This design comes from an exercise in tuning for small area, a short achievable clock period and few clock cycles per item on the open sky130 flow, not from production work.
In this exercise RTL edits were held to simulation tests only and were not proved equivalent to the original.

==> inputs of violet <==
Design rf5c400_mixer, start of the top module:
module rf5c400_mixer (
    input  wire        clk,
    input  wire        rst,           
    input  wire        in_valid,
    output wire        in_ready,
    input  wire [15:0] in_word,       
    input  wire [1:0]  in_type,       
    input  wire [7:0]  in_vol,        
    input  wire [63:0] in_level,      
    input  wire [7:0]  in_pan_l,      
    input  wire [7:0]  in_pan_r,      
    output reg         out_valid,
    output wire [20:0] out_l,         
    output wire [20:0] out_r          
);
  assign in_ready = 1'b1;
  reg        a_valid;
  reg [15:0] a_word;
  reg [1:0]  a_type;
  reg [7:0]  a_vol;
  reg [62:0] a_level;
  reg [7:0]  a_pan_l, a_pan_r;
  always @(posedge clk) begin
    a_valid <= in_valid & ~rst;
    a_word  <= in_word;
    a_type  <= in_type;
    a_vol   <= in_vol;
    a_level <= in_level[62:0];
    a_pan_l <= in_pan_l;
    a_pan_r <= in_pan_r;
  end
  reg [15:0] decoded;
  always @* begin
    case (a_type)
      2'b11:   decoded = a_word;
      2'b01:   decoded = {a_word[7:0], 8'h00};
      2'b10:   decoded = {a_word[15:8], 8'h00};
      default: decoded = 16'h0000;
    endcase
  end
  wire        neg = decoded[15];
  wire [7:0]  vol_gain;
  rf5c_vol_rom u_vol (.idx(a_vol), .vol_gain(vol_gain));
  wire [13:0] p9mag;
  rf5c_vol_mul u_vmul (.d(decoded[14:0]), .neg(neg), .g(vol_gain), .x(p9mag));
  reg        b_valid;
  reg [13:0] b_p9mag;
  reg        b_neg;
  reg [51:0] b_frac;          
  reg [3:0]  b_u;             
  reg        b_rng;           
  reg [7:0]  b_pan_l, b_pan_r;
  always @(posedge clk) begin
    b_valid <= a_valid & ~rst;
    b_p9mag <= p9mag;
    b_neg   <= neg;
    b_frac  <= a_level[51:0];
    b_u     <= a_level[55:52];
    b_rng   <= (a_level[62:56] == 7'h3F) && (a_level[55:52] != 4'd0);
    b_pan_l <= a_pan_l;
    b_pan_r <= a_pan_r;
  end
  wire [13:0] emag;
  rf5c_mul_trunc u_env (.x(b_p9mag), .f(b_frac), .u(b_u), .rng(b_rng), .y(emag));
  reg        c_valid;
  reg [13:0] c_emag;
  reg        c_neg;
  reg [7:0]  c_pan_l, c_pan_r;
  ...
==> module rf5c_pan_rom, before the edit <==
module rf5c_pan_rom (
    input  wire [7:0]  idx,
    output wire [29:0] k,
    output wire        unity,
    output wire        zero
);
  localparam [30*128-1:0] TAB = {
    30'h00000000,
    30'h00000000,
    30'h00000000,
    30'h00000000,
    30'h00000000,
    30'h00000000,
    30'h00000000,
    30'h00000000,
    30'h00000000,
    30'h00000000,
    30'h00000000,
    30'h00000000,
    30'h00000000,
    30'h00000000,
    30'h00000000,
    30'h00000000,
    30'h00000000,
    30'h00000000,
    30'h00000000,
    30'h00000000,
    30'h00000000,
    30'h00000000,
    30'h00000000,
    30'h00000000,
    30'h00000000,
    30'h00000000,
    30'h00000000,
    30'h00000000,
    30'h00000000,
    30'h00000000,
    30'h00000000,
    30'h00000000,
    30'h00000000,
    30'h00000000,
    30'h00000000,
    30'h00000000,
    30'h00000000,
    30'h00000000,
    30'h00000000,
    30'h00000000,
    30'h00000000,
    30'h00000000,
    30'h00000000,
    30'h00000000,
    30'h00000000,
    30'h00000000,
    30'h00000000,
    30'h00000000,
    30'h00000000,
    30'h00000000,
    30'h00000000,
    30'h00000000,
    30'h00000000,
    30'h00000000,
    30'h00000000,
    30'h00000000,
    30'h00000000,
    30'h07986C53,
    30'h0ABDD45E,
    30'h0D27D6ED,
    30'h0F30D8A6,
    30'h10FBDCB9,
    30'h129AD82D,
    30'h141875BC,
    30'h157BA8B9,
    30'h16C944F9,
    30'h1804CE3C,
    30'h1930EBEB,
    30'h1A4FADDA,
    30'h1B62B78E,
    30'h1C6B5D70,
    30'h1D6AB7E8,
    30'h1E61B149,
    30'h1F510FC8,
    30'h20397D17,
    30'h211B8B32,
    30'h21F7B972,
    30'h22CE7747,
    30'h23A02711,
    30'h246D2025,
    30'h2535B04F,
    30'h25FA1D9C,
    30'h26BAA6C8,
    30'h277784C4,
    30'h2830EB78,
    30'h28E709E9,
    30'h299A0B33,
    30'h2A4A16E4,
    30'h2AF7514C,
    30'h2BA1DC31,
    30'h2C49D66D,
    30'h2CEF5CA8,
    30'h2D9289EF,
    30'h2E3376BF,
    30'h2ED23A96,
    30'h2F6EEB0F,
    30'h30099C80,
    30'h30A261E6,
    30'h31394D3D,
    30'h31CE6F54,
    30'h3261D7E9,
    30'h32F39623,
    30'h3383B80F,
    30'h34124AF8,
    30'h349F5BAF,
    30'h352AF621,
    30'h35B525CE,
    30'h363DF54D,
    30'h36C56F20,
    30'h374B9D16,
    30'h37D0887A,
    30'h38543A33,
    30'h38D6BAE1,
    30'h3958127F,
    30'h39D848F3,
    30'h3A576596,
    30'h3AD56FD0,
    30'h3B526DED,
    30'h3BCE6733,
    30'h3C496134,
    30'h3CC36293,
    30'h3D3C70A1,
    30'h3DB49151,
    30'h3E2BC9E5,
    30'h3EA21F97,
    30'h3F179750,
    30'h3F8C35D2,
    30'h00000000
  };
  assign unity = (idx == 8'h00);
  assign zero  = idx[7] | (idx[6:0] > 7'h46);
  assign k     = TAB[idx[6:0] * 30 +: 30];
endmodule
export LEC_CHECK = 0
export ABC_AREA = 1
export CAP_MARGIN = 20
export CORE_MARGIN = 2
export CORE_UTILIZATION = 40
export SLEW_MARGIN = 20
export SYNTH_MEMORY_MAX_BITS = 32768
create_clock -name core_clock -period 60.0 [get_ports {clk}]
standard.sh (not shown) runs the stock make flow with config.mk's settings and CLKGATE_MAP_FILE= SYNTH_SCRIPT=/design/flow/synth_recipe.tcl, a recipe that flattens the netlist after the stock synthesis.
==> flow/flow/run.sh <==
#!/bin/bash
# Layout flow: the standard layout (standard.sh) with two changes.
#  1. Synthesis runs with SYNTH_ARGS=-noabc. That skips the generic ABC pass
#     inside Yosys's "synth" (it rewrites the carry-save adder trees before
#     full adders are extracted, leaving inverters between the adder
#     cells); the final ABC mapping to the cell library still runs, and the
#     registers are the standard synthesis's.
#  2. Port buffers are sky130_fd_sc_hd__buf_2 (BUFFER_PORTS_ARGS) instead of
#     the delay cell buffer_ports picks by default; every input and output
#     port still gets its own buffer.
# Each step's full output goes to its own log file here.
set -euo pipefail
sed 's/^make -C /make SYNTH_ARGS=-noabc -C /' standard.sh > synth_noabc.sh
grep -q 'SYNTH_ARGS=-noabc' synth_noabc.sh
bash synth_noabc.sh synth > synth.log 2>&1
sed 's/^make -C /make "BUFFER_PORTS_ARGS=-buffer_cell sky130_fd_sc_hd__buf_2" -C /' standard.sh > layout_buf2.sh
grep -q 'BUFFER_PORTS_ARGS=-buffer_cell' layout_buf2.sh
bash layout_buf2.sh > layout.log 2>&1
test -f out/final.def
==> inputs of fjord, as changes to violet <==
--- a/flow/design.v
+++ b/flow/design.v
@@ -622,72 +622,72 @@
     30'h00000000,
-    30'h07986C53,
-    30'h0ABDD45E,
-    30'h0D27D6ED,
-    30'h0F30D8A6,
-    30'h10FBDCB9,
-    30'h129AD82D,
-    30'h141875BC,
-    30'h157BA8B9,
-    30'h16C944F9,
-    30'h1804CE3C,
-    30'h1930EBEB,
-    30'h1A4FADDA,
-    30'h1B62B78E,
+    30'h07986C58,
+    30'h0ABDD468,
+    30'h0D27D6F0,
+    30'h0F30D8A8,
+    30'h10FBDCB8,
+    30'h129AD830,
+    30'h141875C0,
+    30'h157BA8C0,
+    30'h16C94500,
+    30'h1804CE40,
+    30'h1930EBF0,
+    30'h1A4FADE0,
+    30'h1B62B790,
     30'h1C6B5D70,
     30'h1D6AB7E8,
-    30'h1E61B149,
+    30'h1E61B150,
     30'h1F510FC8,
-    30'h20397D17,
-    30'h211B8B32,
-    30'h21F7B972,
-    30'h22CE7747,
-    30'h23A02711,
-    30'h246D2025,
-    30'h2535B04F,
-    30'h25FA1D9C,
+    30'h20397D20,
+    30'h211B8B38,
+    30'h21F7B978,
+    30'h22CE7748,
+    30'h23A02710,
+    30'h246D2028,
+    30'h2535B050,
+    30'h25FA1DA0,
     30'h26BAA6C8,
-    30'h277784C4,
-    30'h2830EB78,
-    30'h28E709E9,
-    30'h299A0B33,
-    30'h2A4A16E4,
-    30'h2AF7514C,
-    30'h2BA1DC31,
-    30'h2C49D66D,
+    30'h277784C8,
+    30'h2830EB80,
+    30'h28E709E8,
+    30'h299A0B38,
+    30'h2A4A16E8,
+    30'h2AF75150,
+    30'h2BA1DC34,
+    30'h2C49D670,
     30'h2CEF5CA8,
-    30'h2D9289EF,
-    30'h2E3376BF,
-    30'h2ED23A96,
-    30'h2F6EEB0F,
+    30'h2D9289F8,
+    30'h2E3376C0,
+    30'h2ED23A98,
+    30'h2F6EEB18,
     30'h30099C80,
-    30'h30A261E6,
-    30'h31394D3D,
-    30'h31CE6F54,
-    30'h3261D7E9,
-    30'h32F39623,
-    30'h3383B80F,
-    30'h34124AF8,
-    30'h349F5BAF,
-    30'h352AF621,
-    30'h35B525CE,
-    30'h363DF54D,
+    30'h30A261E8,
+    30'h31394D40,
+    30'h31CE6F58,
+    30'h3261D7E8,
+    30'h32F39628,
+    30'h3383B810,
+    30'h34124B00,
+    30'h349F5BB4,
+    30'h352AF628,
+    30'h35B525D8,
+    30'h363DF550,
     30'h36C56F20,
-    30'h374B9D16,
-    30'h37D0887A,
-    30'h38543A33,
-    30'h38D6BAE1,
-    30'h3958127F,
-    30'h39D848F3,
-    30'h3A576596,
-    30'h3AD56FD0,
-    30'h3B526DED,
-    30'h3BCE6733,
-    30'h3C496134,
-    30'h3CC36293,
-    30'h3D3C70A1,
-    30'h3DB49151,
-    30'h3E2BC9E5,
-    30'h3EA21F97,
+    30'h374B9D18,
+    30'h37D08880,
+    30'h38543A38,
+    30'h38D6BAE0,
+    30'h39581280,
+    30'h39D848F8,
+    30'h3A576598,
+    30'h3AD56FE8,
+    30'h3B526DF0,
+    30'h3BCE6730,
+    30'h3C496138,
+    30'h3CC362A0,
+    30'h3D3C70A0,
+    30'h3DB49154,
+    30'h3E2BC9E8,
+    30'h3EA21F98,
     30'h3F179750,
-    30'h3F8C35D2,
+    30'h3F8C35B0,
     30'h00000000
--- a/flow/flow/run.sh
+++ b/flow/flow/run.sh
@@ -7,3 +7,3 @@
 #     registers are the standard synthesis's.
-#  2. Port buffers are sky130_fd_sc_hd__buf_2 (BUFFER_PORTS_ARGS) instead of
+#  2. Port buffers are sky130_fd_sc_hd__buf_4 (BUFFER_PORTS_ARGS) instead of
 #     the delay cell buffer_ports picks by default; every input and output
@@ -15,3 +15,3 @@
 bash synth_noabc.sh synth > synth.log 2>&1
-sed 's/^make -C /make "BUFFER_PORTS_ARGS=-buffer_cell sky130_fd_sc_hd__buf_2" -C /' standard.sh > layout_buf2.sh
+sed 's/^make -C /make "BUFFER_PORTS_ARGS=-buffer_cell sky130_fd_sc_hd__buf_4" -C /' standard.sh > layout_buf2.sh
 grep -q 'BUFFER_PORTS_ARGS=-buffer_cell' layout_buf2.sh
--- a/flow/config.mk
+++ b/flow/config.mk
@@ -10,3 +10,4 @@
 export CORE_MARGIN = 2
-export CORE_UTILIZATION = 40
+export CORE_UTILIZATION = 60
+export PLACE_DENSITY = 0.72
 export SLEW_MARGIN = 20
==> inputs of lagoon, as changes to violet <==
--- a/flow/design.v
+++ b/flow/design.v
@@ -622,72 +622,72 @@
     30'h00000000,
-    30'h07986C53,
-    30'h0ABDD45E,
-    30'h0D27D6ED,
-    30'h0F30D8A6,
-    30'h10FBDCB9,
-    30'h129AD82D,
-    30'h141875BC,
-    30'h157BA8B9,
-    30'h16C944F9,
-    30'h1804CE3C,
-    30'h1930EBEB,
-    30'h1A4FADDA,
-    30'h1B62B78E,
+    30'h07986C58,
+    30'h0ABDD468,
+    30'h0D27D6F0,
+    30'h0F30D8A8,
+    30'h10FBDCB8,
+    30'h129AD830,
+    30'h141875C0,
+    30'h157BA8C0,
+    30'h16C94500,
+    30'h1804CE40,
+    30'h1930EBF0,
+    30'h1A4FADE0,
+    30'h1B62B790,
     30'h1C6B5D70,
     30'h1D6AB7E8,
-    30'h1E61B149,
+    30'h1E61B150,
     30'h1F510FC8,
-    30'h20397D17,
-    30'h211B8B32,
-    30'h21F7B972,
-    30'h22CE7747,
-    30'h23A02711,
-    30'h246D2025,
-    30'h2535B04F,
-    30'h25FA1D9C,
+    30'h20397D20,
+    30'h211B8B38,
+    30'h21F7B978,
+    30'h22CE7748,
+    30'h23A02710,
+    30'h246D2028,
+    30'h2535B050,
+    30'h25FA1DA0,
     30'h26BAA6C8,
-    30'h277784C4,
-    30'h2830EB78,
-    30'h28E709E9,
-    30'h299A0B33,
-    30'h2A4A16E4,
-    30'h2AF7514C,
-    30'h2BA1DC31,
-    30'h2C49D66D,
+    30'h277784C8,
+    30'h2830EB80,
+    30'h28E709E8,
+    30'h299A0B38,
+    30'h2A4A16E8,
+    30'h2AF75150,
+    30'h2BA1DC34,
+    30'h2C49D670,
     30'h2CEF5CA8,
-    30'h2D9289EF,
-    30'h2E3376BF,
-    30'h2ED23A96,
-    30'h2F6EEB0F,
+    30'h2D9289F8,
+    30'h2E3376C0,
+    30'h2ED23A98,
+    30'h2F6EEB18,
     30'h30099C80,
-    30'h30A261E6,
-    30'h31394D3D,
-    30'h31CE6F54,
-    30'h3261D7E9,
-    30'h32F39623,
-    30'h3383B80F,
-    30'h34124AF8,
-    30'h349F5BAF,
-    30'h352AF621,
-    30'h35B525CE,
-    30'h363DF54D,
+    30'h30A261E8,
+    30'h31394D40,
+    30'h31CE6F58,
+    30'h3261D7E8,
+    30'h32F39628,
+    30'h3383B810,
+    30'h34124B00,
+    30'h349F5BB4,
+    30'h352AF628,
+    30'h35B525D8,
+    30'h363DF550,
     30'h36C56F20,
-    30'h374B9D16,
-    30'h37D0887A,
-    30'h38543A33,
-    30'h38D6BAE1,
-    30'h3958127F,
-    30'h39D848F3,
-    30'h3A576596,
-    30'h3AD56FD0,
-    30'h3B526DED,
-    30'h3BCE6733,
-    30'h3C496134,
-    30'h3CC36293,
-    30'h3D3C70A1,
-    30'h3DB49151,
-    30'h3E2BC9E5,
-    30'h3EA21F97,
+    30'h374B9D18,
+    30'h37D08880,
+    30'h38543A38,
+    30'h38D6BAE0,
+    30'h39581280,
+    30'h39D848F8,
+    30'h3A576598,
+    30'h3AD56FE8,
+    30'h3B526DF0,
+    30'h3BCE6730,
+    30'h3C496138,
+    30'h3CC362A0,
+    30'h3D3C70A0,
+    30'h3DB49154,
+    30'h3E2BC9E8,
+    30'h3EA21F98,
     30'h3F179750,
-    30'h3F8C35D2,
+    30'h3F8C35B0,
     30'h00000000
--- a/flow/config.mk
+++ b/flow/config.mk
@@ -10,3 +10,4 @@
 export CORE_MARGIN = 2
-export CORE_UTILIZATION = 40
+export CORE_UTILIZATION = 66
+export PLACE_DENSITY = 0.76
 export SLEW_MARGIN = 20
==> qor summary <==
|  | fjord | lagoon | violet |
|---|---|---|---|
| Outcome | finished clean | finished clean | finished clean |
| Share of the core filled with cells | 64.4% | 70.0% | 43.0% |
| Mux cell area share after synthesis | 0.0212% | 0.0212% | 0.0210% |
| Maximum clock skew at final layout | 0.0274 ns | 0.0344 ns | 0.0402 ns |
| Highest metal used | met5 | met5 | met4 |
| CP Data Arrival Time | 1.18 ns | 1.15 ns | 1.25 ns |
| Worst setup endpoint | out_l[7] | out_l[12] | out_l[5] |
| Wire length on met1 | 60500 µm | 58500 µm | 70100 µm |
| Detailed Place HPWL | 117000 µm | 115000 µm | 123000 µm |
| Standard-cell row count | 102 | 98 | 126 |
| Mean area per synthesized cell | 8.01 µm² | 8.01 µm² | 7.96 µm² |
| Number of cells in the design after placement | 6788 | 6700 | 7380 |
| Drt initial violations | 6161 | 7506 | 4950 |
| Signal buffers | 229 | 233 | 237 |
| Initial antenna violation count | 5 | 3 | 0 |
| Critical Path Max Stage Delay | 0.44 ns | 0.41 ns | 0.32 ns |
| Worst flop-to-flop path startpoint | c_pan_l[2] | b_frac[4] | c_pan_l[0] |
| Number of global-route vias before repair | 46200 | 47200 | 44800 |
Testbench counts of violet, summed over its fixed seeds: cycles 196,656, items 6,144.
Testbench counts of fjord, summed over its fixed seeds: cycles 196,656, items 6,144.
Testbench counts of lagoon, summed over its fixed seeds: cycles 196,656, items 6,144.

-- port drivers added, routing unchanged --
Ports are ideal in the flow. The routed layouts listed here were re-timed in OpenROAD. Step 1, drivers: a clkbuf_16 drives clk and a buf_2 each remaining input, both assumed. Step 2, shift: input delay + t, output delay - t, t = (earliest + latest rising clock arrival at the registers) / 2. This alone moves slack from input paths to output paths. a / b / c = ideal / step 1 / step 2; a / b = the first two.
| run | shift t [ns] | setup WS [ns] | latest minus earliest clock arrival (ns) |
|---|---|---|---|
| violet | 0.661 | 46.750 / 46.681 / 47.342 | 0.043 / 0.043 |
| fjord | 0.647 | 46.817 / 46.748 / 47.395 | 0.028 / 0.028 |
| lagoon | 0.635 | 46.854 / 46.786 / 47.345 | 0.038 / 0.039 |
After both steps setup and hold are still met in every run listed.
